This design comes from an exercise in tuning for small area, a short achievable clock period and few clock cycles on the open sky130 flow, not from production work. Where RTL was checked, it was by simulation tests only, not by an equivalence proof against the original. Function not checked in runs 3 to 6: the RTL went through the layout flow alone. Power is estimated from default activity; no workload was simulated.

## flow/flow/run.sh

```bash
#!/bin/bash
# Standard ORFS layout (the standard.sh), with the port buffers made
# from sky130_fd_sc_hd__buf_1 instead of the default delay buffer.
set -euo pipefail
export BUFFER_PORTS_ARGS="-buffer_cell sky130_fd_sc_hd__buf_1"
bash standard.sh > standard.log 2>&1
```

## flow/standard.sh

```bash
#!/bin/bash
# synth_recipe.tcl (not shown) runs the flow's synth.tcl, then flattens the netlist and writes it again
# the make line also repeats each setting of config.mk as NAME=value (left out here)
make -C /OpenROAD-flow-scripts/flow DESIGN_CONFIG=/design/flow/config.mk WORK_HOME=/design/flow/orfs CLKGATE_MAP_FILE= SYNTH_SCRIPT=/design/flow/synth_recipe.tcl "${@:-finish}"
```

## flow/config.mk

```make
export PLATFORM = sky130hd
export DESIGN_NAME = vhil_gateway
export DESIGN_NICKNAME = vhil_gateway
export VERILOG_FILES = /design/flow/design.v
export SDC_FILE = /design/flow/constraint.sdc
export NUM_CORES = 4
export LEC_CHECK = 0
export ABC_AREA = 1
export CAP_MARGIN = 20
export CORE_AREA = 5 5 105 105
export DIE_AREA = 0 0 110 110
export SETUP_SLACK_MARGIN = 3.05
export SLEW_MARGIN = 20
```

## flow/constraint.sdc

```tcl
create_clock -name core_clock -period 5.0 [get_ports {clk}]
set_input_delay 1.0000 -clock core_clock [delete_from_list [all_inputs] [get_ports {clk}]]
set_output_delay 1.0000 -clock core_clock [all_outputs]
set_load 0.01 [all_outputs]
```

## flow/design.v

```verilog
module vhil_gateway (
    input  wire        clk,
    input  wire        rst,             
    input  wire        rx_valid,
    input  wire [7:0]  rx_data,
    input  wire        rx_eos,
    input  wire        rx_err,
    output wire        rx_ready,
    output wire        tx_valid,
    input  wire        tx_ready,
    output wire [7:0]  tx_data,
    output wire        tx_last,
    output wire        ev_valid,
    output wire [2:0]  ev_kind,
    output wire [15:0] ev_voltage_mv,
    output wire [7:0]  ev_temp_c,
    output wire [1:0]  halt_cause
);
    localparam [7:0] SYNC = 8'hAA;
    reg [1:0] halt_q;       
    reg [2:0] cnt;          
    reg       rdy_q;        
    reg [7:0] d1, d2, d3;   
    reg [7:0] acc;          
    reg       pend;         
    reg       tx_valid_q;
    reg [3:0] tx_idx;       
    reg [7:0] tx_data_q;
    reg       tx_last_q;
    reg       ev_valid_q;
    reg [1:0] ev_k;         
    assign rx_ready = rdy_q;
    wire c0 = (cnt == 3'd0);
    wire c1 = (cnt == 3'd1);
    wire c2 = (cnt == 3'd2);
    wire c3 = (cnt == 3'd3);
    wire c4 = (cnt == 3'd4);
    wire rx_fire = rdy_q && (rx_valid || rx_eos || rx_err);
    wire ev_term = rdy_q && (rx_err || rx_eos);
    wire ev_byte = rx_fire && !rx_err && !rx_eos;
    wire is_sync = (rx_data == SYNC);
    function [7:0] add8(input [7:0] a, input [7:0] b);
        reg [7:0] g0, p0, g1, p1, g2, p2, g3;
        integer i;
        begin
            g0 = a & b;
            p0 = a ^ b;
            for (i = 0; i < 8; i = i + 1) begin
                g1[i] = (i >= 1) ? g0[i] | (p0[i] & g0[i-1]) : g0[i];
                p1[i] = (i >= 1) ? p0[i] & p0[i-1] : p0[i];
            end
            for (i = 0; i < 8; i = i + 1) begin
                g2[i] = (i >= 2) ? g1[i] | (p1[i] & g1[i-2]) : g1[i];
                p2[i] = (i >= 2) ? p1[i] & p1[i-2] : p1[i];
            end
            for (i = 0; i < 8; i = i + 1)
                g3[i] = (i >= 4) ? g2[i] | (p2[i] & g2[i-4]) : g2[i];
            add8 = p0 ^ {g3[6:0], 1'b0};
        end
    endfunction
    wire       sum_ok = (rx_data == acc);
    wire win_end = ev_byte && c4;
    wire win_ok  = win_end && sum_ok;
    wire hot   = d3[7] | d3[6] | (&d3[5:2] & (d3[1] | d3[0]));
    wire lo_hi = ~|d1[7:4] & ~(d1[3] & d1[2]);                
    wire lo_lo = ~|d2[7:5] & ~(d2[4] & d2[3] & d2[2]);         
    wire low_v = lo_hi | ((d1 == 8'h0C) & lo_lo);
    wire [1:0] status = {hot, ~hot & low_v};
    wire       adv     = tx_valid_q && tx_ready;
    wire       tx_done = adv && tx_last_q;
    wire       busy_n  = tx_valid_q && !tx_done;       
    wire       pend_n  = (win_ok || pend) && busy_n;
    wire       txv_n   = win_ok || pend || busy_n;
    wire       last_i  = tx_idx[3] & tx_idx[2];              
    wire [3:0] idx_inc = last_i ? 4'd0 : tx_idx + 4'd1;
    wire [8:4] lt_h = {~tx_idx[3],
                       ~tx_idx[3] & ~(tx_idx[2] & tx_idx[1] & tx_idx[0]),
                       ~tx_idx[3] & ~(tx_idx[2] & tx_idx[1]),
                       ~tx_idx[3] & ~(tx_idx[2] & (tx_idx[1] | tx_idx[0])),
                       ~tx_idx[3] & ~tx_idx[2]};
    wire [3:0] idx_n   = !tx_valid_q ? 4'd0 : (adv ? idx_inc : tx_idx);
    reg [7:0] next_byte;
    always @(*) begin
        case (tx_idx)
            4'd1:    next_byte = 8'h01;
            4'd3:    next_byte = 8'h08;
            4'd4:    next_byte = d1;
            4'd5:    next_byte = d2;
            4'd6:    next_byte = d3;
            4'd7:    next_byte = {6'd0, status};
            default: next_byte = 8'h00;
        endcase
    end
    wire [4:1] free_n;
    genvar k;
    generate
        for (k = 1; k <= 4; k = k + 1) begin : g_free
            assign free_n[k] = !pend && !(tx_valid_q && lt_h[8]);
        end
    endgenerate
    wire rdy_take = c0 ? (!is_sync || free_n[1]) :
                    c1 ? free_n[2] :
                    c2 ? free_n[3] :
                    c3 ? free_n[4] : 1'b1;
    wire rdy_keep = c1 ? free_n[1] :
                    c2 ? free_n[2] :
                    c3 ? free_n[3] :
                    c4 ? free_n[4] : 1'b1;
    wire rdy_n = (halt_q == 2'd0) && !ev_term && (rx_fire ? rdy_take : rdy_keep);
    always @(posedge clk) begin
        if (rdy_q && c1) d1 <= rx_data;
        if (rdy_q && c2) d2 <= rx_data;
        if (rdy_q && c3) d3 <= rx_data;
        if (c0)
            acc <= SYNC;
        else if (rdy_q && rx_valid && !c4)
            acc <= add8(acc, rx_data);
        if (!tx_valid_q || tx_ready) begin
            tx_data_q <= next_byte;
            tx_last_q <= (tx_idx == 4'd11);
        end
        tx_idx <= idx_n;
        ev_k   <= {(win_end && !sum_ok) || (ev_term && !rx_err),
                   win_ok || (ev_term && !rx_err)};
        if (rst) begin
            halt_q     <= 2'd0;
            cnt        <= 3'd0;
            rdy_q      <= 1'b1;
            pend       <= 1'b0;
            tx_valid_q <= 1'b0;
            ev_valid_q <= 1'b0;
        end else begin
            if (ev_term) begin
                halt_q <= rx_err ? 2'd2 : 2'd1;
                cnt    <= 3'd0;
            end else if (ev_byte) begin
                if (c0)
                    cnt <= is_sync ? 3'd1 : 3'd0;
                else if (c4)
                    cnt <= 3'd0;
                else
                    cnt <= {c3, c1 | c2, c2};
            end
            rdy_q      <= rdy_n;
            pend       <= pend_n;
            tx_valid_q <= txv_n;
            ev_valid_q <= ev_term || win_end;
        end
    end
    assign tx_valid      = tx_valid_q;
    assign tx_data       = tx_data_q;
    assign tx_last       = tx_last_q;
    assign ev_valid      = ev_valid_q;
    assign ev_kind       = {halt_q[1], ev_k};
    assign ev_voltage_mv = {d1, d2};
    assign ev_temp_c     = d3;
    assign halt_cause    = halt_q;
endmodule
```

==> summary.md, run 1 <==
| Metric | Value |
|---|---|
| CTS tree | `yes` |
| Final instance area | `3300 um2` |
| Final Critical Period | `1.94 ns` |
| Hold violation count in the final report | `0` |
| Overflow after GRT | `0` |
| Port buffer count | `54` |
| Slew Viols, Final | `0` |
| Worst-Margin Slew | `0.734 ns` |
| Number of antenna diodes | `0` |
| Final worst path period share | `0.389` |
| HPWL Detailed | `around 5300 um` |
| Clock sink count | `56` |
| Worst path bufs/invs | `1` |
| Share of cells above drive strength 1 | `0.157` |
| Clock Tree Root | `clkbuf_8` |
| DR WL/cell | `roughly 13 um` |
| Die area | `12,100 um2` |
| IO Pins | `55` |
| Num rows | `36` |
| Dpl ws | `~2.6 ns` |
| CP Class | `flip-flop to output port` |
| Cell count after synthesis | `295` |
| Status | `finished clean` |
| Worst Setup Start Kind | `flip-flop` |
| Synth area leader | `edfxtp_1` |
| Final WS setup | `between 3 and 4 ns` |
| Post-Synthesis Net Count | `between 300 and 400` |
| H-tree levels | `2` |
| Final Skew | `0.0132 ns` |
| Avg Inst Size Synth | `8.99 um2` |
| WHS Path Cells | `2` |
| Fin Setup TNS | `0 ns` |
| GRT Util Overall | `0.112` |
| Worst R2R Path Depth | `3` |
| Commonest non-fill, non-tap cell in the layout | `nand2_1` |
| Final WL | `6620 um` |
| Crit end category | `output port` |
| Top cell type's share of synthesized area | `0.374` |
| Final setup fails | `0` |
| Most frequent cells in the layout | `76 x nand2_1, 41 x inv_1, 39 x buf_1` |
| Critical path arrival | `between 0.9 and 1 ns` |
| Final antenna-violating net count | `0` |
| Die W | `110 um` |
| Number of global-route vias before repair | `2,143` |
| Max cap viols | `0` |
| Max Freq | `between 0.5 and 0.6 GHz` |
| Vias post-DR | `2,193` |
| DRC | `0` |
| CTS Hold Buffers Added | `0` |
| Starting DRC count in detailed routing | `126` |
| Worst-Skew Late Latency | `0.32 ns` |
| Rel. slew slack | `0.509` |
| Highest Signal Layer | `met4` |
| Die height | `110 um` |
| Number of CTS-inserted buffers | `5` |
| CTS Buffer Depth | `2` |
| Pwr/cell area | `256 nW/um2` |
| Met2 wire length | `3260 um` |
| Leakage power | `roughly 1.3 nW` |
| Stages on the worst setup path | `1` |
| Mapped Area | `2650 um2` |
| Warnings, synthesis | `1` |
| Metal3 WL | `352 um` |
| Worst-path clk slew | `0.11 ns` |
| RePlAce Congestion | `around 0.85` |
| Largest net degree at the start of global routing | `20` |
| Vias per inst | `4.37` |
| WL met1 | `2870 um` |
| Synth area leaders | `edfxtp_1 37%, dfxtp_1 17%, nand2_1 11%` |
| Initial Util | `0.271` |
| CP Cell Sequence | `clkbuf_2` |
| Initial antenna violation count | `0` |
| Area Growth Syn to Fin | `24.3%` |
| Drt pass-1 iters | `4` |
| Required time of the critical path | `4.00 ns` |
| Top Family by Delay on Critical Path | `flip-flops` |
| CP peak stage delay | `0.46 ns` |
| Worst vdd ir | `~0.00012 V` |
| WHS | `0.483 ns` |
| Global-route wire length before repair | `10,400 um` |
| Slowest CP cell | `edfxtp_1` |
| Crit-path max FO | `2` |
| Yosys reg bits | `56` |
| Post-Place Cell Area | `3050 um2` |
| Placeable core area | `~9800 um2` |
| Final nets | `394` |
| Synth cell types | `29` |
| RSZ-0062 raised after global routing | `true` |
| Hold WC Path Type | `flip-flop to flip-flop` |
| Post-synthesis sequential area ratio | `0.547` |
-- cell type report --
cell class,count,area (um2)
multi-input cells,194,1100
clock inverters,3,26.3
fillers,1019,6480
inverters,44,165
well taps,133,166
repair buffers,67,322
flip-flops and latches,56,1450
clock buffers,5,68.8
-- through the flow --
| step | instances | total power [mW] | utilization |
|---|---|---|---|
| finish | 502 | 0.843 | 0.337 |
| global route | 502 | 0.884 | 0.337 |
| CTS | 492 | 0.850 | 0.325 |
| global placement | 481 | 0.590 | 0.312 |
| floorplan | 295 | 0.564 | - |
| detailed placement | 481 | 0.591 | 0.312 |
-- worst paths after layout --
kind | startpoint | end | slack [ns]
worst max-delay path | d2[0] | ev_voltage_mv[0] | 3.06
worst max register to register | cnt[2] | d1[3] | 3.43
worst min-delay path | pend | pend | 0.48
worst min register to register | pend | pend | 0.48
-- per-layer routing --
metal  GRT usage  vias to the layer above
li1            -                     1127
met3      0.0280                       10
met4      0.0427                        0
met1       0.130                      999
met5           0                        -
met2       0.198                       57
-- sequential cells by signal, summed over array words and instances (netlist names) --
signal	count
ev_k	2
d2	8
d3	8
pend	1
tx_last_q	1
d1	8
rdy_q	1
tx_valid_q	1
halt_q	2
ev_valid_q	1
acc	8
tx_idx	4
tx_data_q	8
cnt	3
-- cells by family after synthesis --
family / synth area share
AND/OR/NAND/NOR: 0.230
buffers and inverters: 0.0651
flip-flops: 0.547
AO/OA/AOI/OAI: 0.0915
XOR/XNOR: 0.00660
adder cells (fa/ha/maj): 0.0594
-- Yosys cell counts --
cell / instances
fa_1: 1
edfxtp_1: 33
xnor2_1: 1
nand2_2: 2
o21ai_1: 2
nor3_4: 1
nor3_1: 4
nand3_1: 19
o211ai_1: 3
nand2_1: 76
a21oi_1: 16
o221ai_1: 1
a31oi_1: 3
xor2_1: 1
inv_2: 1
nand3b_1: 3
nor2_1: 24
nor2_4: 1
nor2_2: 1
inv_1: 43
o211a_1: 1
nand4_1: 4
o2111ai_1: 2
dfxtp_1: 23
or2_2: 1
ha_1: 11
o21ai_0: 15
nor2_8: 1
buf_4: 1
-- power breakdown --
part	total, mW	leakage [nW]	internal [mW]	switching, mW
sequential	0.500	0.515	0.494	0.00595
clock	0.257	0.0487	0.102	0.155
combinational	0.0856	0.786	0.0314	0.0543
total	0.843	1.35	0.628	0.215
-- repair_timing --
action                                  in CTS  in global routing
resized for setup                            7                 17
endpoints found under the hold margin        0                  0
endpoints found under the setup margin       8                 25
pin swaps                                    0                  1
setup buffers                                3                 10
Testbench counts, summed over its fixed seeds: cycles 29,896.
==> run 2: changes to the inputs <==
--- a/flow/config.mk
+++ b/flow/config.mk
@@ -9,5 +9,5 @@
 export CAP_MARGIN = 20
 export CORE_AREA = 5 5 105 105
 export DIE_AREA = 0 0 110 110
-export SETUP_SLACK_MARGIN = 3.05
+export SETUP_SLACK_MARGIN = 2.95
 export SLEW_MARGIN = 20
==> summary.md, run 2 <==
| Metric | Value |
|---|---|
| Pwr/cell area | `263 nW/um2 (was 256 nW/um2)` |
| Top Family by Delay on Critical Path | `adder cells (was flip-flops)` |
| Worst Setup Start Kind | `primary input (was flip-flop)` |
| Synth Area in Adders | `0.0594 (unchanged)` |
| FF/Latch Area | `1450 um2 (about the same)` |
| Worst vdd ir | `0.0000914 V (was 0.000116 V)` |
| Final antenna-violating net count | `0 (unchanged)` |
| Synth cell types | `29 (unchanged)` |
| RePlAce Congestion | `0.838 (was 0.849)` |
| Drt pass-1 iters | `4 (unchanged)` |
| Final nets | `381 (was 394)` |
| Fin Setup TNS | `0 ns (unchanged)` |
| Clock sink count | `56 (unchanged)` |
| Post-Synthesis Net Count | `321 (unchanged)` |
| Hold violation count in the final report | `0 (unchanged)` |
| Clock Tree Root | `clkbuf_8 (unchanged)` |
| Final instance area | `3120 um2 (was 3300 um2)` |
| CP Cell Sequence | `clkbuf_4, ha_2, inv_1, fa_2, inv_2, nand3_2, a21oi_1, nand3b_1, nand2_1, inv_1 (was clkbuf_2)` |
| Share of cells above drive strength 1 | `0.0758 (was 0.157)` |
| Rel. slew slack | `0.483 (was 0.509)` |
| Synth cell count leaders | `76 x nand2_1, 43 x inv_1, 33 x edfxtp_1, 24 x nor2_1, 23 x dfxtp_1 (unchanged)` |
| Warnings, synthesis | `1 (unchanged)` |
| Starting DRC count in detailed routing | `99 (was 126)` |
| Initial Util | `0.271 (unchanged)` |
| Reg2reg setup slack | `3.38 ns (was 3.43 ns)` |
| Worst-path clk slew | `0.10 ns (was 0.11 ns)` |
| Compound-Gate Fraction of Synth Area | `0.0915 (unchanged)` |
| Post-Place Cell Area | `3020 um2 (was 3050 um2)` |
| H-tree levels | `2 (unchanged)` |
| Avg Inst Size Synth | `8.99 um2 (unchanged)` |
| Crit path from | `rx_data[0] (was d2[0])` |
| Main flop type after synthesis | `edfxtp_1 (unchanged)` |
| Mapped Area | `2650 um2 (unchanged)` |
| Post-Synth Simple-Gate Area | `0.230 (unchanged)` |
| Synth area leaders | `edfxtp_1 37%, dfxtp_1 17%, nand2_1 11% (unchanged)` |
| Synth area leader | `edfxtp_1 (unchanged)` |
| Placeable core area | `9770 um2 (unchanged)` |
| Final Critical Period | `1.97 ns (was 1.94 ns)` |
| Fill count | `1,018 (was 1,019)` |
| Die W | `110 um (unchanged)` |
| Yosys reg bits | `56 (unchanged)` |
| Die area | `12,100 um2 (unchanged)` |
| Final WS setup | `3.03 ns (was 3.06 ns)` |
| Final worst path period share | `0.393 (was 0.389)` |
| Die height | `110 um (unchanged)` |
| CP peak stage delay | `0.38 ns (was 0.46 ns)` |
| Worst path bufs/invs | `4 (was 1)` |
| CTS Buffer Depth | `2 (unchanged)` |
| Async S/R FF share, synth | `0 (unchanged)` |
| Crit-path max FO | `5 (was 2)` |
| Leakage power | `1.26 nW (was 1.35 nW)` |
| RSZ-0062 raised after global routing | `true (unchanged)` |
| Crit end category | `flip-flop (was output port)` |
| Max cap viols | `0 (unchanged)` |
| Final Skew | `0.0112 ns (was 0.0132 ns)` |
| Required time of the critical path | `5.25 ns (was 4.00 ns)` |
| Footprint of the multi-input gates | `1040 um2 (was 1100 um2)` |
| Critical path destination | `acc[4] (was ev_voltage_mv[0])` |
| Area Growth Syn to Fin | `17.6% (was 24.3%)` |
| Dpl ws | `2.58 ns (was 2.64 ns)` |
| Worst R2R Path Depth | `3 (unchanged)` |
| DRC | `0 (unchanged)` |
| Global-route wire length before repair | `10,600 um (was 10,400 um)` |
| DR WL/cell | `13.6 um (was 13.2 um)` |
| CTS tree | `yes (unchanged)` |
| Status | `finished clean (unchanged)` |
| IO Pins | `55 (unchanged)` |
| Most frequent cells in the layout | `76 x nand2_1, 47 x buf_1, 42 x inv_1 (was 76 x nand2_1, 41 x inv_1, 39 x buf_1)` |
| Hold WC Path Type | `flip-flop to flip-flop (unchanged)` |
| Post-synthesis sequential area ratio | `0.547 (unchanged)` |
| Largest net degree at the start of global routing | `17 (was 20)` |
| EDFF count, synth | `33 (unchanged)` |
| Postcts setup bufs | `0 (was 3)` |
| Fin cells | `489 (was 502)` |
| Reg2reg end | `d3[3] (was d1[3])` |
| Mux cell area share after synthesis | `0 (unchanged)` |
| Synth Area in XOR/XNOR | `0.00660 (unchanged)` |
| Commonest non-fill, non-tap cell in the layout | `nand2_1 (unchanged)` |
| Final setup fails | `0 (unchanged)` |
| Cell count after synthesis | `295 (unchanged)` |
| Stages on the worst setup path | `10 (was 1)` |
| Critical path arrival | `2.22 ns (was 0.94 ns)` |
| Crit Reg-Reg Startpoint | `cnt[2] (unchanged)` |
| Num rows | `36 (unchanged)` |
| Initial antenna violation count | `0 (unchanged)` |
| Slew Viols, Final | `0 (unchanged)` |
| Critical Path Most Common Cell | `inv_1` |
| Number of antenna diodes | `0 (unchanged)` |
| CP Class | `primary input to flip-flop (was flip-flop to output port)` |
| Slowest CP cell | `fa_2 (was edfxtp_1)` |
| Number of global-route vias before repair | `2,159 (was 2,143)` |
| Vias per inst | `4.44 (was 4.37)` |
| Worst-Margin Slew | `0.773 ns (was 0.734 ns)` |
| Most numerous cell in the Yosys netlist | `nand2_1 (unchanged)` |
| GRT Util Overall | `0.115 (was 0.112)` |
| Vias post-DR | `2,173 (was 2,193)` |
| HPWL Detailed | `5330 um (was 5300 um)` |
| Main combinational cell family by area after synthesis | `simple AND/OR/NAND/NOR gates (unchanged)` |
| Worst-Skew Late Latency | `0.31 ns (was 0.32 ns)` |
| Overflow after GRT | `0 (unchanged)` |
| Number of CTS-inserted buffers | `5 (unchanged)` |
| Final WL | `6630 um (was 6620 um)` |
| Placed cells | `481 (unchanged)` |
| Max Freq | `0.508 GHz (was 0.514 GHz)` |
| Port buffer count | `54 (unchanged)` |
| Top cell type's share of synthesized area | `0.374 (unchanged)` |
run 2: cell count changes in the layout (fill, tap and decap cells not counted), sizes merged:
cell | previous run | this run
clkbuf | 14 | 11
buf | 58 | 48
inv | 45 | 44
clkinvlp | 0 | 1
run 2: worst min path at each step:
stage	from	endpoint	slack, ns	depth (start not counted)
3_3_place_gp	acc[3]	acc[3]	0.46	2
6_report	pend	pend	0.49	2
2_1_floorplan	acc[3]	acc[3]	0.44	2
3_5_place_dp	pend	pend	0.47	2
5_1_grt	pend	pend	0.55	2
4_1_cts	pend	pend	0.49	2
run 2: per-stage QoR:
step,power [mW],hold slack (ns),utilization
floorplan,0.562,0.445,-
global placement,0.588,0.464,0.309
detailed placement,0.589,0.475,0.309
CTS,0.823,0.492,0.317
global route,0.856,0.550,0.319
finish,0.819,0.493,0.319
run 2: logic make-up after synthesis:
family,after synthesis
DFF,56
adders and majority gates,12
buffers and inverters,45
xor gates and xnor gates,2
and+or+nand+nor,137
AOI/OAI and AO/OA,43
run 2: layer usage:
| metal | vias to the layer above | routed length, um | GRT usage |
|---|---|---|---|
| li1 | 1098 | - | - |
| met1 | 1015 | 2850 | 0.135 |
| met2 | 51 | 3310 | 0.204 |
| met3 | 9 | 328 | 0.0256 |
| met4 | 0 | 140 | 0.0419 |
| met5 | - | 0 | 0 |
run 2: where the power goes:
part / switching (mW) / leakage [nW] / total [mW] / internal (mW)
sequential: 0.00630 / 0.514 / 0.501 / 0.494
combinational: 0.0523 / 0.702 / 0.0795 / 0.0272
clock: 0.144 / 0.0415 / 0.239 / 0.0952
run 2: timing repair:
| action | in CTS | in global routing |
|---|---|---|
| gates resized for setup | 2 | 10 |
| setup endpoints to repair | 1 | 4 |
| hold buffers | 0 | 0 |
| cloned | 0 | 0 |
| pin swaps | 0 | 2 |
| hold endpoints to repair | 0 | 0 |
run 2: layout make-up:
class	instances	share of cell area
Clock buffer	5	0.0221
Multi-Input combinational cell	194	0.334
Tap cell	133	0.0533
Timing Repair Buffer	54	0.0686
Sequential cell	56	0.465
Clock inverter	3	0.00441
Inverter	44	0.0529
run 2: worst reg2reg max path, cell delays in order (launching register included):
cell and delay (ns):
dfxtp_1 0.36, inv_1 0.16, nand3_1 0.12, nor2_1 0.61
==> run 3: changes to the inputs <==
--- a/flow/design.v
+++ b/flow/design.v
@@ -22,6 +22,7 @@
     reg       rdy_q;        
     reg [7:0] d1, d2, d3;   
     reg [7:0] acc;          
+    reg       low_q;        
     reg       pend;         
     reg       tx_valid_q;
     reg [3:0] tx_idx;       
@@ -65,7 +66,7 @@
     wire lo_hi = ~|d1[7:4] & ~(d1[3] & d1[2]);                
     wire lo_lo = ~|d2[7:5] & ~(d2[4] & d2[3] & d2[2]);         
     wire low_v = lo_hi | ((d1 == 8'h0C) & lo_lo);
-    wire [1:0] status = {hot, ~hot & low_v};
+    wire [1:0] status = {hot, ~hot & low_q};
     wire       adv     = tx_valid_q && tx_ready;
     wire       tx_done = adv && tx_last_q;
     wire       busy_n  = tx_valid_q && !tx_done;       
@@ -95,7 +96,7 @@
     genvar k;
     generate
         for (k = 1; k <= 4; k = k + 1) begin : g_free
-            assign free_n[k] = !pend && !(tx_valid_q && lt_h[8]);
+            assign free_n[k] = !pend && !(tx_valid_q && lt_h[k == 3 ? 8 : k + 4]);
         end
     endgenerate
     wire rdy_take = c0 ? (!is_sync || free_n[1]) :
@@ -111,6 +112,7 @@
         if (rdy_q && c1) d1 <= rx_data;
         if (rdy_q && c2) d2 <= rx_data;
         if (rdy_q && c3) d3 <= rx_data;
+        if (rdy_q && c4) low_q <= low_v;
         if (c0)
             acc <= SYNC;
         else if (rdy_q && rx_valid && !c4)
--- a/flow/config.mk
+++ b/flow/config.mk
@@ -9,5 +9,5 @@
 export CAP_MARGIN = 20
 export CORE_AREA = 5 5 105 105
 export DIE_AREA = 0 0 110 110
-export SETUP_SLACK_MARGIN = 2.95
+export SETUP_SLACK_MARGIN = 3.0
 export SLEW_MARGIN = 20
==> summary.md, run 3 <==
| Metric | Value |
|---|---|
| Status | `finished clean (unchanged)` |
| Final WL | `6640 um (was 6630 um)` |
| Port buffer count | `54 (unchanged)` |
| Worst-Margin Slew | `0.698 ns (was 0.773 ns)` |
| IO Pins | `55 (unchanged)` |
| Final Skew | `0.00630 ns (was 0.0112 ns)` |
| Final Critical Period | `1.96 ns (was 1.97 ns)` |
| Worst-Skew Late Latency | `0.33 ns (was 0.31 ns)` |
| Crit end category | `output port (was flip-flop)` |
| Slew Viols, Final | `0 (unchanged)` |
| Rel. slew slack | `0.533 (was 0.483)` |
| Top Family by Delay on Critical Path | `flip-flops (was adder cells)` |
| Vias per inst | `4.48 (was 4.44)` |
| Post-Place Cell Area | `3160 um2 (was 3020 um2)` |
| Pwr/cell area | `324 nW/um2 (was 263 nW/um2)` |
| Yosys reg bits | `57 (was 56)` |
| Number of global-route vias before repair | `2,211 (was 2,159)` |
| DRC | `0 (unchanged)` |
| Global-route wire length before repair | `10,400 um (was 10,600 um)` |
| CTS Buffer Depth | `2 (unchanged)` |
| Synth area leader | `edfxtp_1 (unchanged)` |
| Critical path arrival | `0.96 ns (was 2.22 ns)` |
| CP peak stage delay | `0.47 ns (was 0.38 ns)` |
| Initial Util | `0.283 (was 0.271)` |
| H-tree levels | `3 (was 2)` |
| Commonest non-fill, non-tap cell in the layout | `nand2_1 (unchanged)` |
| Leakage power | `1.37 nW (was 1.26 nW)` |
| Worst-path clk slew | `0.06 ns (was 0.10 ns)` |
| Share of cells above drive strength 1 | `0.127 (was 0.0758)` |
| Placeable core area | `9770 um2 (unchanged)` |
| Top cell type's share of synthesized area | `0.370 (was 0.374)` |
| Starting DRC count in detailed routing | `103 (was 99)` |
| Final instance area | `3430 um2 (was 3120 um2)` |
| Synth cell count leaders | `79 x nand2_1, 40 x inv_1, 34 x edfxtp_1, 32 x nor2_1, 23 x dfxtp_1 (was 76 x nand2_1, 43 x inv_1, 33 x edfxtp_1, 24 x nor2_1, 23 x dfxtp_1)` |
| Final setup fails | `0 (unchanged)` |
| Max Freq | `0.510 GHz (was 0.508 GHz)` |
| Fill count | `1,017 (was 1,018)` |
| CP Class | `flip-flop to output port (was primary input to flip-flop)` |
| Area Growth Syn to Fin | `24.2% (was 17.6%)` |
| Max cap viols | `0 (unchanged)` |
| DR WL/cell | `13.0 um (was 13.6 um)` |
| RSZ-0062 raised after global routing | `true (unchanged)` |
| Hold WC Path Type | `flip-flop to flip-flop (unchanged)` |
| Clock sink count | `57 (was 56)` |
| Final nets | `400 (was 381)` |
| Worst path bufs/invs | `1 (was 4)` |
| Initial antenna violation count | `0 (unchanged)` |
| Synth cell types | `32 (was 29)` |
| Required time of the critical path | `4.00 ns (was 5.25 ns)` |
| Slowest CP cell | `edfxtp_1 (was fa_2)` |
| Warnings, synthesis | `1 (unchanged)` |
| Crit-path max FO | `3 (was 5)` |
| Number of antenna diodes | `0 (unchanged)` |
| CP Cell Sequence | `clkbuf_2 (was clkbuf_4, ha_2, inv_1, fa_2, inv_2, nand3_2, a21oi_1, nand3b_1, nand2_1, inv_1)` |
| CTS tree | `yes (unchanged)` |
| Mapped Area | `2760 um2 (was 2650 um2)` |
| Hold violation count in the final report | `0 (unchanged)` |
| Number of CTS-inserted buffers | `9 (was 5)` |
| Main flop type after synthesis | `edfxtp_1 (unchanged)` |
| HPWL Detailed | `5220 um (was 5330 um)` |
| Most frequent cells in the layout | `79 x nand2_1, 46 x buf_1, 38 x inv_1 (was 76 x nand2_1, 47 x buf_1, 42 x inv_1)` |
| Most numerous cell in the Yosys netlist | `nand2_1 (unchanged)` |
| Avg Inst Size Synth | `8.91 um2 (was 8.99 um2)` |
| Vias post-DR | `2,296 (was 2,173)` |
| Drt pass-1 iters | `4 (unchanged)` |
| Final antenna-violating net count | `0 (unchanged)` |
| EDFF count, synth | `34 (was 33)` |
| Synth area leaders | `edfxtp_1 37%, dfxtp_1 17%, nand2_1 11% (unchanged)` |
| Async S/R FF share, synth | `0 (unchanged)` |
| Worst vdd ir | `0.000136 V (was 0.0000914 V)` |
| Num rows | `36 (unchanged)` |
| Die height | `110 um (unchanged)` |
| Die W | `110 um (unchanged)` |
| Cell count after synthesis | `310 (was 295)` |
| CTS Hold Buffers Added | `0 (unchanged)` |
| Overflow after GRT | `0 (unchanged)` |
| Post-synthesis sequential area ratio | `0.536 (was 0.547)` |
| RePlAce Congestion | `0.831 (was 0.838)` |
| Post-Synthesis Net Count | `336 (was 321)` |
| Final worst path period share | `0.392 (was 0.393)` |
| Fin Setup TNS | `0 ns (unchanged)` |
| Die area | `12,100 um2 (unchanged)` |
| Largest net degree at the start of global routing | `13 (was 17)` |
| Clock Tree Root | `clkbuf_8 (unchanged)` |
| GRT Util Overall | `0.113 (was 0.115)` |
| Worst Setup Start Kind | `flip-flop (was primary input)` |
-- run 3: changes by cell type after synthesis, sizes merged, moves of 2 or more --
cell	previous run	this run
a21oi	16	14
nand2	78	81
nand3	19	23
nor2	27	35
o21ai	17	13
o22ai	0	2
xor2	1	3
-- run 3: cell type report --
| cell class | instances | area (um2) | share of cell area |
|---|---|---|---|
| multi-input cells | 206 | 1160 | 0.337 |
| clock inverters | 6 | 106 | 0.0310 |
| inverters | 45 | 169 | 0.0493 |
| repair buffers | 55 | 220 | 0.0642 |
| clock buffers | 10 | 128 | 0.0372 |
| well taps | 133 | 166 | 0.0485 |
| flip-flops and latches | 57 | 1480 | 0.432 |
-- run 3: worst paths after layout --
| kind | from | depth (start not counted) | slack, ns | endpoint |
|---|---|---|---|---|
| setup / recovery | d1[0] | 1 | 3.04 | ev_voltage_mv[8] |
| hold / removal | acc[5] | 2 | 0.49 | acc[5] |
| setup reg to reg | cnt[2] | 5 | 3.33 | d1[3] |
| hold reg to reg | acc[5] | 2 | 0.49 | acc[5] |
-- run 3: kinds of logic (layout without fill, tap and decap cells) --
kind of cell             count (synthesis)  count (layout)  synth area share
adder cells (fa/ha/maj)                 12              12            0.0571
flip-flops                              57              57             0.536
AND/OR/NAND/NOR                        152             152             0.251
buffers and inverters                   47             116            0.0652
AO/OA/AOI/OAI                           39              39            0.0811
XOR/XNOR                                 3               3           0.00952
-- run 3: through the flow --
stage | utilization | setup WS [ns] | hold slack [ns] | power [mW] | cells
after floorplan | - | 2.99 | 0.445 | 0.578 | 310
after detailed placement | 0.324 | 2.60 | 0.478 | 0.606 | 495
after global routing | 0.351 | 2.99 | 0.508 | 1.16 | 512
final | 0.351 | 3.04 | 0.493 | 1.11 | 512
after CTS | 0.348 | 3.00 | 0.494 | 1.12 | 511
after global placement | 0.324 | 2.60 | 0.464 | 0.604 | 495
-- run 3: report_power, final --
part           switching [mW]  leakage, nW  internal, mW
clock                   0.184        0.114         0.329
combinational          0.0557        0.730        0.0304
sequential            0.00680        0.523         0.504
-- run 3: timing repair --
action / in CTS / in global routing
pin swaps: 0 / 1
resized for setup: 6 / 5
endpoints found under the setup margin: 14 / 4
hold endpoints to repair: 0 / 0
gates cloned: 0 / 0
setup buffers: 0 / 1
-- run 3: per-layer routing --
| layer | GRT usage | vias up | part of all wire |
|---|---|---|---|
| met5 | 0 | - | 0 |
| met4 | 0.0436 | 0 | 0.0072 |
| met3 | 0.0349 | 6 | 0.064 |
| met2 | 0.188 | 56 | 0.48 |
| met1 | 0.137 | 1075 | 0.44 |
| li1 | - | 1159 | - |
==> run 4: changes to the inputs <==
--- a/flow/design.v
+++ b/flow/design.v
@@ -21,8 +21,7 @@
     reg [2:0] cnt;          
     reg       rdy_q;        
     reg [7:0] d1, d2, d3;   
-    reg [7:0] acc;          
-    reg       low_q;        
+    reg [1:0] stat_q;       
     reg       pend;         
     reg       tx_valid_q;
     reg [3:0] tx_idx;       
@@ -40,33 +39,21 @@
     wire ev_term = rdy_q && (rx_err || rx_eos);
     wire ev_byte = rx_fire && !rx_err && !rx_eos;
     wire is_sync = (rx_data == SYNC);
-    function [7:0] add8(input [7:0] a, input [7:0] b);
-        reg [7:0] g0, p0, g1, p1, g2, p2, g3;
-        integer i;
-        begin
-            g0 = a & b;
-            p0 = a ^ b;
-            for (i = 0; i < 8; i = i + 1) begin
-                g1[i] = (i >= 1) ? g0[i] | (p0[i] & g0[i-1]) : g0[i];
-                p1[i] = (i >= 1) ? p0[i] & p0[i-1] : p0[i];
-            end
-            for (i = 0; i < 8; i = i + 1) begin
-                g2[i] = (i >= 2) ? g1[i] | (p1[i] & g1[i-2]) : g1[i];
-                p2[i] = (i >= 2) ? p1[i] & p1[i-2] : p1[i];
-            end
-            for (i = 0; i < 8; i = i + 1)
-                g3[i] = (i >= 4) ? g2[i] | (p2[i] & g2[i-4]) : g2[i];
-            add8 = p0 ^ {g3[6:0], 1'b0};
-        end
-    endfunction
-    wire       sum_ok = (rx_data == acc);
+    wire [7:0] s1 = d1 ^ d2 ^ SYNC;
+    wire [7:0] k1 = (d1 & d2) | (d1 & SYNC) | (d2 & SYNC);
+    wire [7:0] x  = s1 ^ {k1[6:0], 1'b0} ^ d3;
+    wire [7:0] y  = {(s1[6:0] & {k1[5:0], 1'b0}) | (s1[6:0] & d3[6:0]) |
+                     ({k1[5:0], 1'b0} & d3[6:0]), 1'b0};
+    wire [7:0] need_c = x ^ y ^ rx_data;
+    wire [7:0] give_c = {(x[6:0] & y[6:0]) | ((x[6:0] | y[6:0]) & ~rx_data[6:0]), 1'b0};
+    wire       sum_ok = (need_c == give_c);
     wire win_end = ev_byte && c4;
     wire win_ok  = win_end && sum_ok;
     wire hot   = d3[7] | d3[6] | (&d3[5:2] & (d3[1] | d3[0]));
     wire lo_hi = ~|d1[7:4] & ~(d1[3] & d1[2]);                
     wire lo_lo = ~|d2[7:5] & ~(d2[4] & d2[3] & d2[2]);         
     wire low_v = lo_hi | ((d1 == 8'h0C) & lo_lo);
-    wire [1:0] status = {hot, ~hot & low_q};
+    wire [1:0] status = {hot, ~hot & low_v};
     wire       adv     = tx_valid_q && tx_ready;
     wire       tx_done = adv && tx_last_q;
     wire       busy_n  = tx_valid_q && !tx_done;       
@@ -88,7 +75,7 @@
             4'd4:    next_byte = d1;
             4'd5:    next_byte = d2;
             4'd6:    next_byte = d3;
-            4'd7:    next_byte = {6'd0, status};
+            4'd7:    next_byte = {6'd0, stat_q};
             default: next_byte = 8'h00;
         endcase
     end
@@ -96,7 +83,7 @@
     genvar k;
     generate
         for (k = 1; k <= 4; k = k + 1) begin : g_free
-            assign free_n[k] = !pend && !(tx_valid_q && lt_h[k == 3 ? 8 : k + 4]);
+            assign free_n[k] = !pend && !(tx_valid_q && lt_h[k + 4]);
         end
     endgenerate
     wire rdy_take = c0 ? (!is_sync || free_n[1]) :
@@ -112,11 +99,7 @@
         if (rdy_q && c1) d1 <= rx_data;
         if (rdy_q && c2) d2 <= rx_data;
         if (rdy_q && c3) d3 <= rx_data;
-        if (rdy_q && c4) low_q <= low_v;
-        if (c0)
-            acc <= SYNC;
-        else if (rdy_q && rx_valid && !c4)
-            acc <= add8(acc, rx_data);
+        if (rdy_q && c4) stat_q <= status;
         if (!tx_valid_q || tx_ready) begin
             tx_data_q <= next_byte;
             tx_last_q <= (tx_idx == 4'd11);
==> summary.md, run 4 <==
| Metric | Value |
|---|---|
| RePlAce Congestion | `0.895 (was 0.831)` |
| RSZ-0062 raised after global routing | `true (unchanged)` |
| Initial Util | `0.286 (was 0.283)` |
| CTS tree | `yes (unchanged)` |
| Hold path start | `halt_q[0] (was acc[5])` |
| Post-synthesis sequential area ratio | `0.483 (was 0.536)` |
| FF/Latch Area | `1350 um2 (was 1480 um2)` |
| Number of antenna diodes | `0 (unchanged)` |
| Final Skew | `0.0144 ns (was 0.00630 ns)` |
| Required time of the critical path | `5.23 ns (was 4.00 ns)` |
| Post-layout total power | `824 uW (was 1.11 mW)` |
| Commonest non-fill, non-tap cell in the layout | `nand2_1 (unchanged)` |
| Post-Place Cell Area | `3160 um2 (about the same)` |
| Max cap viols | `0 (unchanged)` |
| Rel. slew slack | `0.365 (was 0.533)` |
| Port buffer count | `54 (unchanged)` |
| Hold violation count in the final report | `0 (unchanged)` |
| Number of CTS-inserted buffers | `5 (was 9)` |
| IO Pins | `55 (unchanged)` |
| EDFF count, synth | `35 (was 34)` |
| Final Critical Period | `2.62 ns (was 1.96 ns)` |
| Crit Reg-Reg Startpoint | `d1[4] (was cnt[2])` |
| Hold WC Path Type | `flip-flop to flip-flop (unchanged)` |
| Sequential share of power | `0.549 (was 0.461)` |
| Clock Tree Root | `clkbuf_8 (unchanged)` |
| CP Class | `flip-flop to flip-flop (was flip-flop to output port)` |
| Switch share | `0.228 (was 0.222)` |
| Initial antenna violation count | `0 (unchanged)` |
| Synth cell types | `32 (unchanged)` |
| Overflow after GRT | `0 (unchanged)` |
| Most numerous cell in the Yosys netlist | `nand2_1 (unchanged)` |
| Final WL | `7240 um (was 6640 um)` |
| Die area | `12,100 um2 (unchanged)` |
| Slew Viols, Final | `0 (unchanged)` |
| GRT Util Overall | `0.128 (was 0.113)` |
| Warnings, synthesis | `1 (unchanged)` |
| Status | `finished clean (unchanged)` |
| Most frequent cells in the layout | `68 x nand2_1, 52 x inv_1, 45 x buf_1 (was 79 x nand2_1, 46 x buf_1, 38 x inv_1)` |
| Fill count | `1,011 (was 1,017)` |
| Pint | `636 uW (was 863 uW)` |
| Cell count after synthesis | `303 (was 310)` |
| DRC | `0 (unchanged)` |
| Starting DRC count in detailed routing | `155 (was 103)` |
| Fin Setup TNS | `0 ns (unchanged)` |
| CTS Buffer Depth | `2 (unchanged)` |
| Synth area leader | `edfxtp_1 (unchanged)` |
| CTS Hold Buffers Added | `0 (unchanged)` |
| HPWL Detailed | `5570 um (was 5220 um)` |
| Worst R2R Path Depth | `12 (was 5)` |
| Switch Pwr | `188 uW (was 246 uW)` |
| Mapped Area | `2800 um2 (was 2760 um2)` |
| Worst-path clk slew | `0.10 ns (was 0.06 ns)` |
| Die W | `110 um (unchanged)` |
| Vias post-DR | `2,313 (was 2,296)` |
| Placeable core area | `9770 um2 (unchanged)` |
| Worst-Skew Late Latency | `0.31 ns (was 0.33 ns)` |
| Main flop type after synthesis | `edfxtp_1 (unchanged)` |
| Area Growth Syn to Fin | `26.5% (was 24.2%)` |
| Crit-path max FO | `3 (unchanged)` |
| Worst vdd ir | `0.000120 V (was 0.000136 V)` |
| Reg2reg end | `pend (was d1[3])` |
| Number of global-route vias before repair | `2,323 (was 2,211)` |
| Synth cell count leaders | `68 x nand2_1, 55 x inv_1, 35 x edfxtp_1, 31 x nor2_1, 22 x nand3_1 (was 79 x nand2_1, 40 x inv_1, 34 x edfxtp_1, 32 x nor2_1, 23 x dfxtp_1)` |
| H-tree levels | `2 (was 3)` |
| Max Freq | `0.381 GHz (was 0.510 GHz)` |
| Pwr/cell area | `233 nW/um2 (was 324 nW/um2)` |
| Post-Synthesis Net Count | `343 (was 336)` |
| Top cell type's share of synthesized area | `0.376 (was 0.370)` |
| Vias per inst | `4.50 (was 4.48)` |
| Final setup fails | `0 (unchanged)` |
| Global-route wire length before repair | `11,800 um (was 10,400 um)` |
| Hold EP | `halt_q[0] (was acc[5])` |
| Worst Setup Start Kind | `flip-flop (unchanged)` |
| Critical path arrival | `2.85 ns (was 0.96 ns)` |
| Yosys reg bits | `50 (was 57)` |
| Final worst path period share | `0.524 (was 0.392)` |
| Clock sink count | `50 (was 57)` |
| Final instance area | `3540 um2 (was 3430 um2)` |
| WHS Path Cells | `2 (unchanged)` |
| DR WL/cell | `14.1 um (was 13.0 um)` |
| Drt pass-1 iters | `5 (was 4)` |
| Num rows | `36 (unchanged)` |
| Largest net degree at the start of global routing | `17 (was 13)` |
| Final antenna-violating net count | `0 (unchanged)` |
| Reg2reg setup slack | `2.38 ns (was 3.33 ns)` |
| Crit end category | `flip-flop (was output port)` |
| Worst-Margin Slew | `0.949 ns (was 0.698 ns)` |
| Synth area leaders | `edfxtp_1 38%, dfxtp_1 11%, nand2_1 9.1% (was edfxtp_1 37%, dfxtp_1 17%, nand2_1 11%)` |
| Final nets | `420 (was 400)` |
| Avg Inst Size Synth | `9.24 um2 (was 8.91 um2)` |
| Async S/R FF share, synth | `0 (unchanged)` |
| Logic gate share of total power | `0.079 (was 0.078)` |
| Footprint of the multi-input gates | `1260 um2 (was 1160 um2)` |
| Share of cells above drive strength 1 | `0.160 (was 0.127)` |
| Clock power frac | `0.372 (was 0.462)` |
| Die height | `110 um (unchanged)` |
| Leakage power | `1.49 nW (was 1.37 nW)` |
[run 4: cell types whose count changed after synthesis, sizes merged, moves of 3 or more]
cell   change
ha         +3
nand2     -13
fa        +11
inv       +14
a21oi      -8
dfxtp      -8
xor2       -3
[run 4: kinds of logic (layout without fill, tap and decap cells)]
family | after synthesis | after routing | share of synthesized area
flip-flops | 50 | 50 | 0.483
XOR/XNOR | 1 | 1 | 0.00313
adder cells (fa/ha/maj) | 26 | 26 | 0.148
buffers and inverters | 61 | 139 | 0.0831
AND/OR/NAND/NOR | 134 | 134 | 0.203
AO/OA/AOI/OAI | 31 | 31 | 0.0800
[run 4: cell type report]
class                      count  share of cell area
multi-input combinational    192               0.357
clock buffer                   6              0.0233
sequential                    50               0.382
timing repair buffer          72               0.117
clock inverter                 2              0.0110
tap                          133              0.0470
inverter                      59              0.0626
[run 4: layer usage]
layer  routed length [um]  vias up  global-route usage
met1                 3400     1096               0.177
met5                    0        -                   0
met2                 3360       72               0.205
met3                  344       10              0.0245
li1                     -     1135                   -
met4                  132        0              0.0374
[run 4: worst max-delay path by stage]
stage,end,slack [ns],cells after the start,from
2_1_floorplan,tx_valid_q,2.48,14,d1[6]
3_3_place_gp,tx_valid_q,2.39,13,d2[6]
3_5_place_dp,pend,2.33,12,d1[4]
4_1_cts,pend,2.45,12,d2[4]
5_1_grt,tx_valid_q,2.19,14,d1[4]
6_report,pend,2.38,12,d1[4]
[run 4: critical path, cell delays in order, from the launching register on]
cell      delay, ns
edfxtp_1       0.45
ha_4           0.29
inv_2          0.03
fa_1           0.45
fa_1           0.51
inv_1          0.04
nand2_1        0.05
nand2_1        0.05
nor2_1         0.12
nand2_1        0.07
nor2_2         0.13
nand4_1        0.15
a21oi_1        0.18
[run 4: metrics by stage]
stage | worst slack (ns) | utilization | std cells | hold WS (ns)
after floorplan | 2.48 | - | 303 | 0.503
after global placement | 2.39 | 0.323 | 488 | 0.490
after detailed placement | 2.33 | 0.323 | 488 | 0.492
after CTS | 2.45 | 0.347 | 507 | 0.511
after global routing | 2.19 | 0.362 | 514 | 0.536
final | 2.38 | 0.362 | 514 | 0.510
[run 4: what timing repair did]
item | CTS | global route
setup endpoints to repair | 4 | 26
cloned | 0 | 0
resized for setup | 6 | 32
buffers inserted | 11 | 7
pin swaps | 9 | 5
[run 4: power by group through the flow]
stage	sequential [mW]	clock (mW)	combinational, mW
6_report	0.452	0.306	0.0655
5_1_grt	0.453	0.330	0.0766
4_1_cts	0.452	0.315	0.0634
3_5_place_dp	0.462	0	0.0604
3_3_place_gp	0.461	0	0.0594
2_1_floorplan	0.464	0	0.0354
==> run 5: changes to the inputs <==
==> flow/design.v (replaced) <==
module vhil_gateway (
    input  wire        clk,
    input  wire        rst,             
    input  wire        rx_valid,
    input  wire [7:0]  rx_data,
    input  wire        rx_eos,
    input  wire        rx_err,
    output wire        rx_ready,
    output wire        tx_valid,
    input  wire        tx_ready,
    output wire [7:0]  tx_data,
    output wire        tx_last,
    output wire        ev_valid,
    output wire [2:0]  ev_kind,
    output wire [15:0] ev_voltage_mv,
    output wire [7:0]  ev_temp_c,
    output wire [1:0]  halt_cause
);
    localparam [7:0] SYNC = 8'hAA;
    reg [1:0] halt_q;       
    reg [2:0] cnt;          
    reg       rdy_q;        
    reg [7:0] d1, d2, d3;   
    reg [7:0] acc;          
    reg [1:0] stat_q;       
    reg       pend;         
    reg       tx_valid_q;
    reg [3:0] tx_idx;       
    reg [7:0] tx_data_q;
    reg       tx_last_q;
    reg       ev_valid_q;
    reg [1:0] ev_k;         
    assign rx_ready = rdy_q;
    wire rx_fire = rdy_q && (rx_valid || rx_eos || rx_err);
    wire ev_term = rx_fire && (rx_err || rx_eos);
    wire ev_byte = rx_fire && !rx_err && !rx_eos;
    wire       sum_ok  = (rx_data == acc);
    wire       win_end = ev_byte && (cnt == 3'd4);
    wire       win_ok  = win_end && sum_ok;
    wire [1:0] status = (d3 > 8'd60) ? 2'd2 : (({d1, d2} < 16'd3100) ? 2'd1 : 2'd0);
    wire adv     = tx_valid_q && tx_ready;
    wire tx_done = adv && tx_last_q;
    wire start   = (win_ok || pend) && (!tx_valid_q || tx_done);
    reg  [1:0] halt_n;
    reg  [2:0] cnt_n;
    wire       pend_n  = (win_ok || pend) && !start;
    wire       txv_n   = start || (tx_valid_q && !tx_done);
    wire [3:0] idx_n   = start ? 4'd0 : (adv ? tx_idx + 4'd1 : tx_idx);
    always @(*) begin
        halt_n = halt_q;
        cnt_n  = cnt;
        if (ev_term) begin
            halt_n = rx_err ? 2'd2 : 2'd1;
            cnt_n  = 3'd0;
        end else if (ev_byte) begin
            if (cnt == 3'd0)
                cnt_n = (rx_data == SYNC) ? 3'd1 : 3'd0;
            else if (cnt == 3'd4)
                cnt_n = 3'd0;
            else
                cnt_n = cnt + 3'd1;
        end
    end
    reg slot_free_n;
    always @(*) begin
        case (cnt_n)
            3'd1:    slot_free_n = !pend_n && !(txv_n && idx_n <= 4'd4);
            3'd2:    slot_free_n = !pend_n && !(txv_n && idx_n <= 4'd5);
            3'd3:    slot_free_n = !pend_n && !(txv_n && idx_n <= 4'd6);
            3'd4:    slot_free_n = !pend_n && !(txv_n && idx_n <= 4'd7);
            default: slot_free_n = 1'b1;
        endcase
    end
    reg [7:0] next_byte;
    always @(*) begin
        case (tx_idx)
            4'd1:    next_byte = 8'h01;
            4'd3:    next_byte = 8'h08;
            4'd4:    next_byte = d1;
            4'd5:    next_byte = d2;
            4'd6:    next_byte = d3;
            4'd7:    next_byte = {6'd0, stat_q};
            default: next_byte = 8'h00;
        endcase
    end
    always @(posedge clk) begin
        if (rdy_q && cnt == 3'd1) d1 <= rx_data;
        if (rdy_q && cnt == 3'd2) d2 <= rx_data;
        if (rdy_q && cnt == 3'd3) d3 <= rx_data;
        if (rdy_q && cnt == 3'd4) stat_q <= status;
        if (cnt == 3'd0)
            acc <= SYNC;
        else if (rdy_q && rx_valid && cnt != 3'd4)
            acc <= acc + rx_data;
        if (start) begin
            tx_data_q <= 8'h00;
            tx_last_q <= 1'b0;
        end else if (adv) begin
            tx_data_q <= next_byte;
            tx_last_q <= (tx_idx == 4'd11);
        end
        tx_idx <= idx_n;
        ev_k   <= {(win_end && !sum_ok) || (ev_term && !rx_err),
                   win_ok || (ev_term && !rx_err)};
        if (rst) begin
            halt_q     <= 2'd0;
            cnt        <= 3'd0;
            rdy_q      <= 1'b1;
            pend       <= 1'b0;
            tx_valid_q <= 1'b0;
            ev_valid_q <= 1'b0;
        end else begin
            halt_q     <= halt_n;
            cnt        <= cnt_n;
            rdy_q      <= (halt_n == 2'd0) && slot_free_n;
            pend       <= pend_n;
            tx_valid_q <= txv_n;
            ev_valid_q <= ev_term || win_end;
        end
    end
    assign tx_valid      = tx_valid_q;
    assign tx_data       = tx_data_q;
    assign tx_last       = tx_last_q;
    assign ev_valid      = ev_valid_q;
    assign ev_kind       = {halt_q[1], ev_k};
    assign ev_voltage_mv = {d1, d2};
    assign ev_temp_c     = d3;
    assign halt_cause    = halt_q;
endmodule
==> flow/run.sh (new file) <==
#!/bin/bash
# synth_recipe.tcl (not shown) runs the flow's synth.tcl, then flattens the netlist and writes it again
# the make line also repeats each setting of config.mk as NAME=value (left out here)
make -C /OpenROAD-flow-scripts/flow DESIGN_CONFIG=/design/flow/config.mk WORK_HOME=/design/flow/orfs CLKGATE_MAP_FILE= SYNTH_SCRIPT=/design/flow/synth_recipe.tcl finish
--- a/flow/config.mk
+++ b/flow/config.mk
@@ -5,9 +5,7 @@
 export SDC_FILE = /design/flow/constraint.sdc
 export NUM_CORES = 4
 export LEC_CHECK = 0
-export ABC_AREA = 1
 export CAP_MARGIN = 20
 export CORE_AREA = 5 5 105 105
 export DIE_AREA = 0 0 110 110
-export SETUP_SLACK_MARGIN = 3.0
 export SLEW_MARGIN = 20
removed: flow/flow/run.sh
removed: flow/standard.sh
==> summary.md, run 5 <==
| Metric | Value |
|---|---|
| Fin cells | `470 (was 514)` |
| Overflow after GRT | `0 (unchanged)` |
| Commonest non-fill, non-tap cell in the layout | `clkdlybuf4s50_1 (was nand2_1)` |
| Final antenna-violating net count | `0 (unchanged)` |
| CTS tree | `yes (unchanged)` |
| Final WS setup | `1.71 ns (was 2.38 ns)` |
| Critical path arrival | `3.48 ns (was 2.85 ns)` |
| CP Class | `primary input to flip-flop (was flip-flop to flip-flop)` |
| IO Pins | `55 (unchanged)` |
| Synth area leader | `edfxtp_1 (unchanged)` |
| DR WL/cell | `15.1 um (was 14.1 um)` |
| Slowest CP cell | `a21oi_1 (was fa_1)` |
| Clock Tree Root | `clkbuf_8 (unchanged)` |
| RSZ-0062 raised after global routing | `false (was true)` |
| Mapped Area | `2880 um2 (was 2800 um2)` |
| Worst vdd ir | `0.000113 V (was 0.000120 V)` |
| Final worst path period share | `0.657 (was 0.524)` |
| Post-layout util | `0.384 (was 0.362)` |
| Rel. slew slack | `0.363 (was 0.365)` |
| Post-Synthesis Net Count | `310 (was 343)` |
| Worst-path clk slew | `0.07 ns (was 0.10 ns)` |
| Synth area leaders | `edfxtp_1 27%, dfxtp_1 22%, ha_1 7.0% (was edfxtp_1 38%, dfxtp_1 11%, nand2_1 9.1%)` |
| RePlAce Congestion | `0.877 (was 0.895)` |
| Top cell type's share of synthesized area | `0.271 (was 0.376)` |
| Synth cell count leaders | `32 x dfxtp_1, 27 x nor2_1, 26 x edfxtp_1, 21 x nand2_1 (was 68 x nand2_1, 55 x inv_1, 35 x edfxtp_1, 31 x nor2_1, 22 x nand3_1)` |
| Largest net degree at the start of global routing | `16 (was 17)` |
| HPWL Detailed | `5530 um (was 5570 um)` |
| Global-route wire length before repair | `11,300 um (was 11,800 um)` |
| Slew Viols, Final | `0 (unchanged)` |
| DRC | `0 (unchanged)` |
| Fill count | `938 (was 1,011)` |
| Initial antenna violation count | `0 (unchanged)` |
| Die height | `110 um (unchanged)` |
| Fin Setup TNS | `0 ns (unchanged)` |
| Main flop type after synthesis | `dfxtp_1 (was edfxtp_1)` |
| Vias per inst | `5.01 (was 4.50)` |
| Warnings, synthesis | `1 (unchanged)` |
| Number of global-route vias before repair | `2,169 (was 2,323)` |
| Pwr/cell area | `282 nW/um2 (was 233 nW/um2)` |
| Most numerous cell in the Yosys netlist | `dfxtp_1 (was nand2_1)` |
| Area Growth Syn to Fin | `30.3% (was 26.5%)` |
| Worst-Skew Late Latency | `0.34 ns (was 0.31 ns)` |
| Hold violation count in the final report | `0 (unchanged)` |
| Post-synthesis sequential area ratio | `0.494 (was 0.483)` |
| Final setup fails | `0 (unchanged)` |
| Final Critical Period | `3.29 ns (was 2.62 ns)` |
| CP peak stage delay | `0.77 ns (was 0.51 ns)` |
| Post-CTS sizing | `0 (was 6)` |
| Critical Path Most Common Cell | `a21oi_1 (was nand2_1)` |
| Placed cells | `454 (was 488)` |
| Starting DRC count in detailed routing | `106 (was 155)` |
| Avg Inst Size Synth | `10.3 um2 (was 9.24 um2)` |
| Status | `finished clean (unchanged)` |
| Hold WC Path Type | `flip-flop to flip-flop (unchanged)` |
| Yosys reg bits | `58 (was 50)` |
| Crit end category | `flip-flop (unchanged)` |
| Leakage power | `1.37 nW (was 1.49 nW)` |
| Max Freq | `0.304 GHz (was 0.381 GHz)` |
| Synth cell types | `58 (was 32)` |
| Final WL | `7100 um (was 7240 um)` |
| Number of CTS-inserted buffers | `9 (was 5)` |
| CTS Hold Buffers Added | `0 (unchanged)` |
| EDFF count, synth | `26 (was 35)` |
| Worst Setup Start Kind | `primary input (was flip-flop)` |
| Async S/R FF share, synth | `0 (unchanged)` |
| Post-layout total power | `1.06 mW (was 824 uW)` |
| Max cap viols | `0 (unchanged)` |
| Worst-Margin Slew | `0.955 ns (was 0.949 ns)` |
| Dpl ws | `1.31 ns (was 2.33 ns)` |
| CTS Buffer Depth | `2 (unchanged)` |
| Required time of the critical path | `5.19 ns (was 5.23 ns)` |
| Port buffer count | `54 (unchanged)` |
| Die area | `12,100 um2 (unchanged)` |
| Most frequent cells in the layout | `54 x clkdlybuf4s50_1, 32 x dfxtp_1, 27 x nor2_1 (was 68 x nand2_1, 52 x inv_1, 45 x buf_1)` |
| Die W | `110 um (unchanged)` |
| Drt pass-1 iters | `4 (was 5)` |
| Final Skew | `0.00674 ns (was 0.0144 ns)` |
| Number of antenna diodes | `0 (unchanged)` |
| Cell count after synthesis | `279 (was 303)` |
| Crit-path max FO | `13 (was 3)` |
| Share of cells above drive strength 1 | `0.0831 (was 0.160)` |
| Placeable core area | `9770 um2 (unchanged)` |
| Num rows | `36 (unchanged)` |
| CP Cell Sequence | `clkdlybuf4s50_1, ha_1, nor4_1, and3_1, a21oi_1, a21oi_1, nor2_1 (was ha_4, inv_2, fa_1, fa_1, inv_1, nand2_1, nand2_1, nor2_1, nand2_1, nor2_2, nand4_1, a21oi_1)` |
| Vias post-DR | `2,353 (was 2,313)` |
| Postcts setup bufs | `0 (was 11)` |
| GRT Util Overall | `0.121 (was 0.128)` |
| Clock sink count | `58 (was 50)` |
| Final nets | `363 (was 420)` |
| Initial Util | `0.295 (was 0.286)` |
| H-tree levels | `3 (was 2)` |
## run 5: cell types whose count changed after synthesis, sizes merged, moves of 7 or more
| cell | delta |
|---|---|
| nor2 | -7 |
| dfxtp | +17 |
| fa | -11 |
| a22oi | +11 |
| nand3 | -17 |
| inv | -46 |
| a21oi | +10 |
| and3 | +12 |
| edfxtp | -9 |
| nand2 | -47 |
## run 5: final timing paths
path              depth (start not counted)       start  slack (ns)      endpoint
setup / recovery                          7  rx_data[0]        1.71  tx_data_q[4]
hold / removal                            2      acc[0]        0.46        acc[0]
hold reg to reg                           2      acc[0]        0.46        acc[0]
setup reg to reg                          5       rdy_q        2.42  tx_data_q[4]
## run 5: cells by family after synthesis
logic type	synth area share
mux	0.00695
compound gates	0.172
simple gates	0.195
flops	0.494
fa+ha+maj	0.0765
buf+inv	0.0374
xor+xnor	0.0183
## run 5: critical path, delay by kind of cell
family,cells,cell delay [ns]
AOI/OAI and AO/OA,2,0.93
buffers and inverters,1,0.53
adders and majority gates,1,0.37
and+or+nand+nor,3,0.64
## run 5: power by group
| part | leakage [nW] | switching [mW] | internal, mW |
|---|---|---|---|
| clock network | 0.106 | 0.207 | 0.284 |
| logic | 0.775 | 0.0335 | 0.0317 |
| registers | 0.491 | 0.00487 | 0.498 |
## run 5: routing by layer
metal	vias up	share of wire	track usage
li1	1153	-	-
met1	1111	0.43	0.153
met2	74	0.49	0.196
met3	15	0.062	0.0274
met4	0	0.019	0.0516
met5	-	0	0
## run 5: metrics by stage
step | hold WS [ns] | instance area [um2]
after floorplan | 0.440 | 2880
after global placement | 0.444 | 3530
after detailed placement | 0.455 | 3530
after CTS | 0.465 | 3750
after global routing | 0.496 | 3750
final | 0.464 | 3750
## run 5: cell type report
type / count / area [um2] / area share
timing repair buffer: 54 / 541 / 0.144
inverter: 13 / 48.8 / 0.0130
sequential: 58 / 1420 / 0.379
tap: 133 / 166 / 0.0443
clock inverter: 7 / 101 / 0.0270
multi-input combinational: 196 / 1350 / 0.360
clock buffer: 9 / 124 / 0.0330
==> run 6: changes to the inputs <==
==> flow/flow/run.sh (new file) <==
#!/bin/bash
# Standard ORFS layout (the standard.sh), with the port buffers made
# from sky130_fd_sc_hd__buf_1 instead of the default delay buffer.
set -euo pipefail
export BUFFER_PORTS_ARGS="-buffer_cell sky130_fd_sc_hd__buf_1"
bash standard.sh > standard.log 2>&1
==> flow/standard.sh (new file) <==
#!/bin/bash
# synth_recipe.tcl (not shown) runs the flow's synth.tcl, then flattens the netlist and writes it again
# the make line also repeats each setting of config.mk as NAME=value (left out here)
make -C /OpenROAD-flow-scripts/flow DESIGN_CONFIG=/design/flow/config.mk WORK_HOME=/design/flow/orfs CLKGATE_MAP_FILE= SYNTH_SCRIPT=/design/flow/synth_recipe.tcl "${@:-finish}"
removed: flow/run.sh
==> summary.md, run 6 <==
| Metric | Value |
|---|---|
| RSZ-0062 raised after global routing | `false (unchanged)` |
| Fin Setup TNS | `0 ns (unchanged)` |
| Number of CTS-inserted buffers | `9 (unchanged)` |
| Top cell type's share of synthesized area | `0.271 (unchanged)` |
| Final WL | `7290 um (was 7100 um)` |
| Die area | `12,100 um2 (unchanged)` |
| Final Skew | `0.00986 ns (was 0.00674 ns)` |
| Final setup fails | `0 (unchanged)` |
| Vias per inst | `5.05 (was 5.01)` |
| IO Pins | `55 (unchanged)` |
| Global-route wire length before repair | `11,700 um (was 11,300 um)` |
| Die W | `110 um (unchanged)` |
| Clock sink count | `58 (unchanged)` |
| Slew Viols, Final | `0 (unchanged)` |
| Number of global-route vias before repair | `2,331 (was 2,169)` |
| Yosys reg bits | `58 (unchanged)` |
| Commonest non-fill, non-tap cell in the layout | `buf_1 (was clkdlybuf4s50_1)` |
| EDFF count, synth | `26 (unchanged)` |
| Worst-path clk slew | `0.07 ns (about the same)` |
| RePlAce Congestion | `0.876 (was 0.877)` |
| H-tree levels | `3 (unchanged)` |
| Starting DRC count in detailed routing | `206 (was 106)` |
| Post-Synthesis Net Count | `310 (unchanged)` |
| DRC | `0 (unchanged)` |
| Crit-path max FO | `13 (unchanged)` |
| WHS | `0.468 ns (was 0.464 ns)` |
| HPWL Detailed | `5630 um (was 5530 um)` |
| Synth area leaders | `edfxtp_1 27%, dfxtp_1 22%, ha_1 7.0% (unchanged)` |
| Final nets | `363 (unchanged)` |
| Async S/R FF share, synth | `0 (unchanged)` |
| Grt peak-use layer | `met2 (unchanged)` |
| CP Class | `primary input to flip-flop (unchanged)` |
| Area Growth Syn to Fin | `18.9% (was 30.3%)` |
| Synth cell count leaders | `32 x dfxtp_1, 27 x nor2_1, 26 x edfxtp_1, 21 x nand2_1 (unchanged)` |
| Synth area leader | `edfxtp_1 (unchanged)` |
| Port buffer count | `54 (unchanged)` |
| Main flop type after synthesis | `dfxtp_1 (unchanged)` |
| Post-synthesis sequential area ratio | `0.494 (unchanged)` |
| Final Critical Period | `2.97 ns (was 3.29 ns)` |
| Most numerous cell in the Yosys netlist | `dfxtp_1 (unchanged)` |
| Crit end category | `flip-flop (unchanged)` |
| Number of antenna diodes | `0 (unchanged)` |
| Share of cells above drive strength 1 | `0.0772 (was 0.0831)` |
| Clock Tree Root | `clkbuf_8 (unchanged)` |
| Status | `finished clean (unchanged)` |
| DR WL/cell | `15.5 um (was 15.1 um)` |
| CTS Hold Buffers Added | `0 (unchanged)` |
| GR Util met1 | `0.147 (was 0.153)` |
| Required time of the critical path | `5.17 ns (was 5.19 ns)` |
| GRT Util Overall | `0.125 (was 0.121)` |
| CTS tree | `yes (unchanged)` |
| Initial antenna violation count | `0 (unchanged)` |
| CTS Buffer Depth | `2 (unchanged)` |
| Placeable core area | `9770 um2 (unchanged)` |
| Worst Setup Start Kind | `primary input (unchanged)` |
| Critical path arrival | `3.15 ns (was 3.48 ns)` |
| Hold violation count in the final report | `0 (unchanged)` |
| Cell count after synthesis | `279 (unchanged)` |
| Initial Util | `0.295 (unchanged)` |
| Post-CTS sizing | `0 (unchanged)` |
| Worst-Skew Late Latency | `0.33 ns (was 0.34 ns)` |
| Final worst path period share | `0.594 (was 0.657)` |
| Largest net degree at the start of global routing | `16 (unchanged)` |
| Hold WC Path Type | `flip-flop to flip-flop (unchanged)` |
| Postcts setup bufs | `0 (unchanged)` |
| Max Freq | `0.336 GHz (was 0.304 GHz)` |
| Max cap viols | `0 (unchanged)` |
| Warnings, synthesis | `1 (unchanged)` |
| Final antenna-violating net count | `0 (unchanged)` |
| Rel. slew slack | `0.369 (was 0.363)` |
| Overflow after GRT | `0 (unchanged)` |
| Leakage power | `1.24 nW (was 1.37 nW)` |
| Drt pass-1 iters | `4 (unchanged)` |
| Num rows | `36 (unchanged)` |
| Worst vdd ir | `0.000126 V (was 0.000113 V)` |
| Vias post-DR | `2,374 (was 2,353)` |
| Met2 Usage GRT | `0.211 (was 0.196)` |
| Die height | `110 um (unchanged)` |
| Worst-Margin Slew | `0.947 ns (was 0.955 ns)` |
| Mapped Area | `2880 um2 (unchanged)` |
| Pwr/cell area | `312 nW/um2 (was 282 nW/um2)` |
| GRT met3 Usage | `0.0425 (was 0.0274)` |
| Fill count | `1,017 (was 938)` |
| Avg Inst Size Synth | `10.3 um2 (unchanged)` |
| Most frequent cells in the layout | `54 x buf_1, 32 x dfxtp_1, 27 x nor2_1 (was 54 x clkdlybuf4s50_1, 32 x dfxtp_1, 27 x nor2_1)` |
| Synth cell types | `58 (unchanged)` |
run 6: cell count changes in the layout (fill, tap and decap cells not counted), sizes merged:
cell           previous run  this run
buf                       0        54
clkdlybuf4s50            54         0
clkbuf                    9        11
inv                      15        13
bufinv                    2         3
clkinvlp                  2         1
run 6: critical path: stages:
cell	delay, ns
buf_1	0.24
ha_1	0.31
nor4_1	0.27
and3_1	0.28
a21oi_1	0.17
a21oi_1	0.76
nor2_1	0.11
run 6: kinds of logic after synthesis:
| kind of cell | Yosys count | share of synthesized area |
|---|---|---|
| simple gates | 103 | 0.195 |
| fa+ha+maj | 17 | 0.0765 |
| xor+xnor | 6 | 0.0183 |
| compound gates | 68 | 0.172 |
| flops | 58 | 0.494 |
| mux | 2 | 0.00695 |
| buf+inv | 25 | 0.0374 |
run 6: cell type report:
type	count	area, um2	share of cell area
multi-input cells	196	1350	0.394
clock inverters	5	103	0.0300
well taps	133	166	0.0486
inverters	13	48.8	0.0143
clock buffers	11	131	0.0384
repair buffers	54	203	0.0592
flip-flops and latches	58	1420	0.415
run 6: stage by stage:
stage	power [mW]	setup WS, ns	instance area, um2	utilization	cells
floorplan	0.548	2.40	2880	-	279
global placement	0.566	1.73	3190	0.326	454
detailed placement	0.567	1.66	3190	0.326	454
CTS	1.08	2.02	3420	0.350	470
global route	1.11	1.75	3420	0.350	470
finish	1.07	2.03	3420	0.350	470
run 6: power by group:
| group | internal (mW) | total [mW] | switching (mW) |
|---|---|---|---|
| registers | 0.498 | 0.503 | 0.00496 |
| logic | 0.0195 | 0.0534 | 0.0339 |
| clock network | 0.331 | 0.513 | 0.182 |
| total | 0.848 | 1.07 | 0.221 |
run 6: path summary, 6_finish.rpt:
kind,startpoint,endpoint,slack [ns],cells past startpoint
worst max-delay path,rx_data[0],tx_idx[1],2.03,7
worst min-delay path,acc[0],acc[0],0.47,2
worst max register to register,rdy_q,tx_idx[1],2.46,5
worst min register to register,acc[0],acc[0],0.47,2
run 6: per-layer routing:
metal	wire, um	part of all wire
met1	3090	0.42
met2	3660	0.50
met5	0	0
met4	90	0.012
met3	447	0.061

what the ideal ports hide:
How much do the figures lean on ideal ports? The routed layouts below were timed once more, with nothing changed but the port constraints. Step 1: set_driving_cell puts a clkbuf_16 on clk and a buf_2 on each other input, an assumption about the parent block. Step 2, shift: input delay + t, output delay - t, t = (earliest + latest rising clock arrival at the registers) / 2. This alone moves slack from input paths to output paths. a / b / c = ideal ports / drivers / drivers and shift; a / b = the first two.
run | shift t [ns] | slack for setup (ns)
run 1 | 0.342 | 3.056 / 3.025 / 2.800
run 2 | 0.333 | 3.033 / 3.038 / 2.706
run 3 | 0.355 | 3.038 / 3.008 / 2.710
run 4 | 0.327 | 2.378 / 2.378 / 2.352
run 5 | 0.364 | 1.715 / 1.720 / 1.356
run 6 | 0.357 | 2.028 / 2.035 / 1.678
After both steps every run listed still meets setup and hold.
